Source: an optimization exercise on an open RTL-to-GDS flow (aim: small area, a short achievable clock period and few clock cycles). Production flows keep margins and buffers that such runs may drop. The RTL of this run was laid out without a check of its function.

==> flow/design.v <==
module drp_predictor (
    input  wire        clk,
    input  wire        rst,
    input  wire        cmd_valid,
    output wire        cmd_ready,
    input  wire [2:0]  cmd_op,
    input  wire [15:0] cmd_arg,
    input  wire [31:0] cmd_data,
    output reg         resp_valid,
    output reg  [3:0]  resp_status,
    output reg         resp_flag,
    output reg  [31:0] resp_result
);
    localparam [31:0] MULT32 = 32'h9E3779B1;
    localparam        NB     = 16;
    localparam        DEPTH  = 4;
    localparam [2:0] OP_NOP   = 3'd0;
    localparam [2:0] OP_INIT  = 3'd1;
    localparam [2:0] OP_HASH  = 3'd2;
    localparam [2:0] OP_PRED  = 3'd3;
    localparam [2:0] OP_RHIT  = 3'd4;
    localparam [2:0] OP_DREAD = 3'd5;
    localparam [2:0] OP_RENC  = 3'd6;
    localparam [2:0] OP_RDEC  = 3'd7;
    localparam [3:0] ST_OK      = 4'd0;
    localparam [3:0] ST_CORRUPT = 4'd1;
    localparam [3:0] ST_ILLEGAL = 4'd4;
    localparam [3:0] ST_WRONG   = 4'd5;
    localparam [1:0] S_IDLE  = 2'd0;
    localparam [1:0] S_HASH  = 2'd1;
    localparam [1:0] S_LOOK  = 2'd2;
    localparam [1:0] S_WRITE = 2'd3;
    function [14:0] code_of;    
        input [7:0] r;
        begin
            if (r == 8'd0)        code_of = {4'd3,  11'd0};
            else if (r <= 8'd2)   code_of = {4'd4,  11'd2   + {3'd0, r} - 11'd1};
            else if (r <= 8'd6)   code_of = {4'd5,  11'd8   + {3'd0, r} - 11'd3};
            else if (r <= 8'd14)  code_of = {4'd6,  11'd24  + {3'd0, r} - 11'd7};
            else if (r <= 8'd30)  code_of = {4'd7,  11'd64  + {3'd0, r} - 11'd15};
            else if (r <= 8'd62)  code_of = {4'd8,  11'd160 + {3'd0, r} - 11'd31};
            else if (r <= 8'd126) code_of = {4'd9,  11'd384 + {3'd0, r} - 11'd63};
            else if (r <= 8'd190) code_of = {4'd10, 11'd896 + {3'd0, r} - 11'd127};
            else                  code_of = {4'd11, 11'd1920 + {3'd0, r} - 11'd191};
        end
    endfunction
    function [12:0] decode_window;
        input [10:0] v;
        begin
            if (v[10:8] == 3'b000)
                decode_window = {1'b1, 4'd3, 8'd0};
            else if (v[10:7] <= 4'd3)
                decode_window = {1'b1, 4'd4, 8'd1 + {4'd0, v[10:7]} - 8'd2};
            else if (v[10:6] <= 5'd11)
                decode_window = {1'b1, 4'd5, 8'd3 + {3'd0, v[10:6]} - 8'd8};
            else if (v[10:5] <= 6'd31)
                decode_window = {1'b1, 4'd6, 8'd7 + {2'd0, v[10:5]} - 8'd24};
            else if (v[10:4] <= 7'd79)
                decode_window = {1'b1, 4'd7, 8'd15 + {1'd0, v[10:4]} - 8'd64};
            else if (v[10:3] <= 8'd191)
                decode_window = {1'b1, 4'd8, 8'd31 + v[10:3] - 8'd160};
            else if (v[10:2] <= 9'd447)
                decode_window = {1'b1, 4'd9, 8'd63 + v[9:2] - 8'd128};
            else if (v[10:1] <= 10'd959)
                decode_window = {1'b1, 4'd10, 8'd127 + v[8:1] - 8'd128};
            else if (v <= 11'd1984)
                decode_window = {1'b1, 4'd11, 8'd191 + v[7:0] - 8'd128};
            else
                decode_window = {1'b0, 4'd0, 8'd0};
        end
    endfunction
    reg [1:0]  state;
    reg        inited;
    reg [2:0]  hbits;                
    reg [NB*3-1:0]        occ;       
    reg [NB*DEPTH*32-1:0] ent;       
    reg [2:0]  op_q;
    reg [15:0] arg_q;
    reg [31:0] data_q;
    reg [3:0]  bucket_q;
    reg [31:0] list_q [0:DEPTH-1];
    reg [2:0]  occ_q;
    reg        hit_q;
    reg [1:0]  rank_q;
    integer i, j;
    assign cmd_ready = (state == S_IDLE);
    wire accept = cmd_valid && cmd_ready;
    wire [31:0] product = data_q * MULT32;
    wire [3:0]  hash_b  = product[31:28] >> (3'd4 - hbits);
    wire [2:0]           occ_b  = occ[3*bucket_q +: 3];
    wire [DEPTH*32-1:0]  list_b = ent[DEPTH*32*bucket_q +: DEPTH*32];
    reg        find_hit;
    reg [1:0]  find_rank;
    always @(*) begin
        find_hit  = 1'b0;
        find_rank = 2'd0;
        for (i = DEPTH - 1; i >= 0; i = i - 1) begin
            if (i < occ_b && list_b[32*i +: 32] == data_q) begin
                find_hit  = 1'b1;
                find_rank = i[1:0];
            end
        end
    end
    wire [7:0] arg_b = arg_q[15:8];
    wire [7:0] arg_r = arg_q[7:0];
    wire       arg_b_ok = (arg_b < (8'd1 << hbits));
    reg [31:0] new_list [0:DEPTH-1];
    reg [2:0]  new_occ;
    reg        do_update;
    reg [3:0]  upd_bucket;
    always @(*) begin
        for (j = 0; j < DEPTH; j = j + 1)
            new_list[j] = list_q[j];
        new_occ    = occ_q;
        do_update  = 1'b0;
        upd_bucket = bucket_q;
        if (inited && op_q == OP_PRED) begin
            do_update = 1'b1;
            if (hit_q) begin
                for (j = 1; j < DEPTH; j = j + 1)
                    if (j <= rank_q) new_list[j] = list_q[j-1];
                new_list[0] = list_q[rank_q];
            end else begin
                for (j = 1; j < DEPTH; j = j + 1)
                    new_list[j] = list_q[j-1];
                new_list[0] = data_q;
                new_occ = (occ_q == DEPTH) ? occ_q : occ_q + 3'd1;
            end
        end else if (inited && op_q == OP_RHIT && arg_b_ok && arg_r < {5'd0, occ_q}) begin
            do_update = 1'b1;
            for (j = 1; j < DEPTH; j = j + 1)
                if (j <= arg_r) new_list[j] = list_q[j-1];
            new_list[0] = list_q[arg_r[1:0]];
        end
    end
    reg [3:0]  r_status;
    reg        r_flag;
    reg [31:0] r_result;
    reg [14:0] r_code;
    reg [12:0] r_dec;
    always @(*) begin
        r_status = ST_OK;
        r_flag   = 1'b0;
        r_result = 32'd0;
        r_code   = code_of({6'd0, rank_q});
        r_dec    = decode_window(data_q[10:0]);
        case (op_q)
            OP_NOP: ;
            OP_INIT: begin
                if (arg_q[7:0] == 8'd0 || arg_q[7:0] > 8'd4)
                    r_status = ST_ILLEGAL;
            end
            OP_HASH: begin
                if (!inited) r_status = ST_WRONG;
                else begin
                    r_flag   = 1'b1;
                    r_result = {28'd0, bucket_q};
                end
            end
            OP_PRED: begin
                if (!inited) r_status = ST_WRONG;
                else if (hit_q) begin
                    r_flag   = 1'b1;
                    r_result = {1'b0, r_code[10:0], r_code[14:11],
                                4'd0, bucket_q, 6'd0, rank_q};
                end else begin
                    r_result = {16'd0, 4'd0, bucket_q, 8'd0};
                end
            end
            OP_RHIT: begin
                if (!inited) r_status = ST_WRONG;
                else if (!arg_b_ok || arg_r >= {5'd0, occ_q})
                    r_status = ST_CORRUPT;
                else begin
                    r_flag   = 1'b1;
                    r_result = list_q[arg_r[1:0]];
                end
            end
            OP_DREAD: begin
                if (!inited) r_status = ST_WRONG;
                else if (!arg_b_ok || arg_r >= DEPTH)
                    r_status = ST_ILLEGAL;
                else if (arg_r < {5'd0, occ_q}) begin
                    r_flag   = 1'b1;
                    r_result = list_q[arg_r[1:0]];
                end else begin
                    r_result = {29'd0, occ_q};
                end
            end
            OP_RENC: begin
                r_code   = code_of(arg_q[7:0]);
                r_flag   = 1'b1;
                r_result = {12'd0, r_code[14:11], 5'd0, r_code[10:0]};
            end
            OP_RDEC: begin
                if (!r_dec[12]) r_status = ST_CORRUPT;
                else begin
                    r_flag   = 1'b1;
                    r_result = {12'd0, r_dec[11:8], 8'd0, r_dec[7:0]};
                end
            end
        endcase
    end
    always @(posedge clk) begin
        if (rst) begin
            state      <= S_IDLE;
            inited     <= 1'b0;
            hbits      <= 3'd4;
            resp_valid <= 1'b0;
        end else begin
            resp_valid <= 1'b0;
            case (state)
                S_IDLE: begin
                    if (accept) begin
                        op_q   <= cmd_op;
                        arg_q  <= cmd_arg;
                        data_q <= cmd_data;
                        state  <= S_HASH;
                    end
                end
                S_HASH: begin
                    if (op_q == OP_RHIT || op_q == OP_DREAD)
                        bucket_q <= arg_q[11:8];
                    else
                        bucket_q <= hash_b;
                    state <= S_LOOK;
                end
                S_LOOK: begin
                    for (j = 0; j < DEPTH; j = j + 1)
                        list_q[j] <= list_b[32*j +: 32];
                    occ_q  <= occ_b;
                    hit_q  <= find_hit;
                    rank_q <= find_rank;
                    state  <= S_WRITE;
                end
                S_WRITE: begin
                    resp_valid  <= 1'b1;
                    resp_status <= r_status;
                    resp_flag   <= r_flag;
                    resp_result <= r_result;
                    if (op_q == OP_INIT && r_status == ST_OK) begin
                        inited <= 1'b1;
                        hbits  <= arg_q[2:0];
                    end
                    state <= S_IDLE;
                end
            endcase
        end
    end
    always @(posedge clk) begin
        if (!rst && state == S_WRITE) begin
            if (op_q == OP_INIT && r_status == ST_OK) begin
                occ <= {NB*3{1'b0}};
            end else if (do_update) begin
                for (i = 0; i < NB; i = i + 1) begin
                    if (upd_bucket == i) begin
                        occ[3*i +: 3] <= new_occ;
                        for (j = 0; j < DEPTH; j = j + 1)
                            ent[32*(DEPTH*i+j) +: 32] <= new_list[j];
                    end
                end
            end
        end
    end
endmodule
==> flow/run.sh <==
#!/bin/bash
# synth_recipe.tcl (not shown) runs the flow's synth.tcl, then flattens the netlist and writes it again
# the make line also repeats each setting of config.mk as NAME=value (left out here)
make -C /OpenROAD-flow-scripts/flow DESIGN_CONFIG=/design/flow/config.mk WORK_HOME=/design/flow/orfs CLKGATE_MAP_FILE= SYNTH_SCRIPT=/design/flow/synth_recipe.tcl finish
==> flow/config.mk <==
export PLATFORM = sky130hd
export DESIGN_NAME = drp_predictor
export DESIGN_NICKNAME = drp_predictor
export VERILOG_FILES = /design/flow/design.v
export SDC_FILE = /design/flow/constraint.sdc
export NUM_CORES = 4
export LEC_CHECK = 0
export CAP_MARGIN = 20
export CORE_MARGIN = 2
export CORE_UTILIZATION = 40
export SLEW_MARGIN = 20
==> flow/constraint.sdc <==
create_clock -name core_clock -period 12.0 [get_ports {clk}]
set_input_delay 2.4000 -clock core_clock [delete_from_list [all_inputs] [get_ports {clk}]]
set_output_delay 2.4000 -clock core_clock [all_outputs]
set_load 0.01 [all_outputs]
==> run notes <==
-- final timing paths --
| path | to | cells past startpoint |
|---|---|---|
| worst max-delay path | bucket_q[0]$_DFFE_PP_ | 27 |
| worst max register to register | bucket_q[0]$_DFFE_PP_ | 27 |
| worst min-delay path | hbits[1]$_SDFFE_PP0P_ | 2 |
| worst min register to register | hbits[1]$_SDFFE_PP0P_ | 2 |
-- logic make-up after synthesis --
kind of cell	share of synthesized area
adders and majority gates	0.0671
other	0.0000356
and+or+nand+nor	0.0247
muxes	0.154
xor gates and xnor gates	0.0167
AOI/OAI and AO/OA	0.0428
buffers and inverters	0.0314
DFF	0.664
-- per-layer routing --
metal,up-vias,GRT usage
li1,23500,-
met5,-,0
met1,31000,0.334
met2,3102,0.381
met3,736,0.0519
met4,4,0.117
-- synthesized netlist by cell type (111+ instances only) --
library cell and count:
inv_1 414, edfxtp_1 2320, a21oi_1 111, mux2i_1 282, mux4_2 513, fa_1 203
o21ai_0 120, ha_1 239, nand2_1 229, mux2_2 160, clkbuf_1 136, nor2_1 151
xnor2_1 186
-- sequential cells by signal (all words and copies together), names as in the netlist --
name / flops
state: 2
arg_q: 16
resp_result: 32
resp_flag: 1
ent: 2048
op_q: 3
resp_valid: 1
hit_q: 1
list_q: 128
bucket_q: 4
data_q: 32
hbits: 3
occ: 48
occ_q: 3
rank_q: 2
inited: 1
resp_status: 2
-- cell type report --
class	count	area share
diodes	7	0.000148
clock buffers	268	0.0502
well taps	3515	0.0372
clock inverters	152	0.0145
repair buffers	261	0.0209
flip-flops and latches	2327	0.590
multi-input cells	2814	0.273
inverters	429	0.0137
-- worst max-delay path, stage by stage (launching register included) --
cell	delay [ns]
edfxtp_1	0.32
buf_4	0.34
inv_2	0.30
fa_1	0.59
inv_1	0.06
fa_1	0.42
fa_1	0.55
inv_1	0.05
fa_1	0.53
inv_1	0.05
fa_1	0.50
inv_1	0.05
fa_1	0.47
inv_1	0.05
fa_1	0.52
inv_1	0.05
fa_1	0.52
inv_1	0.04
ha_1	0.29
and4_1	0.20
a211oi_1	0.20
a21boi_0	0.49
o221ai_1	0.33
a31oi_1	0.32
xnor2_1	0.14
nor2_1	0.14
a21oi_1	0.06
a221o_1	0.31
==> results.cfg <==
[cts]
cts_hold_buf = 0
cts_buffers = 227
post_cts_buffers = 0
post_cts_resized = 0
clockRootBuffer = clkbuf_16
cts_tree = yes
cts_buffer_depth = 3
clock_latency_ns = 0.91
cts_sinks = 2327
cts-htree-levels = 4
path_clk_slew_ns = 0.07

[timing]
period_needed_ns = 8.24
setup_viol = 0
holdWs_ns = 0.519
fin_crit_sh = 0.687
maxSlewViolCount = 0
tns_ns = 0
worstMarginPinSlew_ns = 1.36
hold_viol = 0
max_slew_margin = 0.0930
rsz0062_at_grt = false
max_freq_mhz = 121
finalClockSkew_ns = 0.0649
worst_slack_ns = 3.76

[worst_setup_path]
crit_path_end_kind = flop
cp-startpoint = data_q[4]$_DFFE_PP_
cp_data_arrival_time_ns = 8.89
required_ns = 12.65
r2r_slack_ns = 3.76
critPathMaxFanout = 19
reg2reg_from = data_q[4]$_DFFE_PP_
startpoint_type = flop
worst-setup-path-type = reg -> reg

[synthesis]
synth_top_area_frac = 0.662
synth_area_um2 = 105000
ys_types = 85
postSynthCellCount = 5882
synth_seq_area_share = 0.664
synthArstFlopShare = 0
synth_top_cell_by_area = edfxtp_1
yosys_most_used_dff = edfxtp_1
yosys_warnings = 3
synth-seq-cells = 2327
avgSynthCellArea_um2 = 17.9
synth_edf_count = 2320
synth_area_leaders = edfxtp_1 66%, mux4_2 11%, fa_1 3.9%

[hold_path]
hold_start = hbits[1]$_SDFFE_PP0P_
hold_class = reg -> reg

[grt]
grt_pass1_wl_um = 460000
grt_antenna_before_repair = 12
grt_max_degree = 127
grt_pass1_vias = 58300
grtUsageTotal = 0.247
grt-ovfl-total = 0

[place]
io_buffers = 90
dp.cells = 9346
place_congestion = 1.00
placed_area_um2 = 111000
dpl_worst_slack_ns = 3.77
dpl.hpwl_um = 208000

[detailed_routing]
top_layer_used = met5
route.detailed.drc = 0
drt_iter0_drc = 7806
drtAntennaViolNets = 0
via_count = 58300
wl_met2_um = 151000
viasPerCell = 5.97
met3_wirelength_um = 30600
wire_per_inst_um = 34.0
wl_met1_um = 132000
drt-pass1-iter-count = 10
wl_um = 332000

[job]
cap_violations = 0

[floorplan]
coreArea_um2 = 262000
design.portCount = 93
die_area_um2 = 267000
die_w_um = 517
start_util = 0.401
rows = 188
fp.dieH_um = 517

[final_layout]
regArea_um2 = 69800
multi_input_area_um2 = 32300
drive_gt1_frac = 0.199
utilization = 0.452
areaGrowthSynthToFinish_pct = 12.5
layout.nets = 6556
final_cell_mix = 2320 x edfxtp_1, 513 x mux4_2, 413 x inv_1, 280 x mux2i_1
final_area_um2 = 118000
fin_cells = 9773
layout_commonest_cell = edfxtp_1
n_fill_cell = 22500

[status]
status = no timing/DRC/antenna violations

## static timing again, ports no longer ideal
The flow's constraints put no driver on any port. The routed layout listed below was extracted and timed again, unchanged, in two steps.
Step 1 sets driving cells, clkbuf_16 on the clock port and buf_2 on the other inputs (assumed; they add their load-dependent delay and slew).
Step 2 also shifts input and output timing later by t, the mid clock arrival at the registers, as if the neighbouring blocks saw the same clock.
a / b / c = no drivers / after step 1 / after step 2; a / b = the first two.
shift t [ns]: 0.964
setup slack, ns: 3.762 / 3.762 / 3.762
hold slack, ns: 0.519 / 0.519 / 0.519
worst setup path at the end: register to register
pins driven straight from the clock port: 1
After both steps setup and hold are still met in this run. For this run, drivers alone change the setup slack by 0.000 ns; drivers and shift together by 0.000 ns.
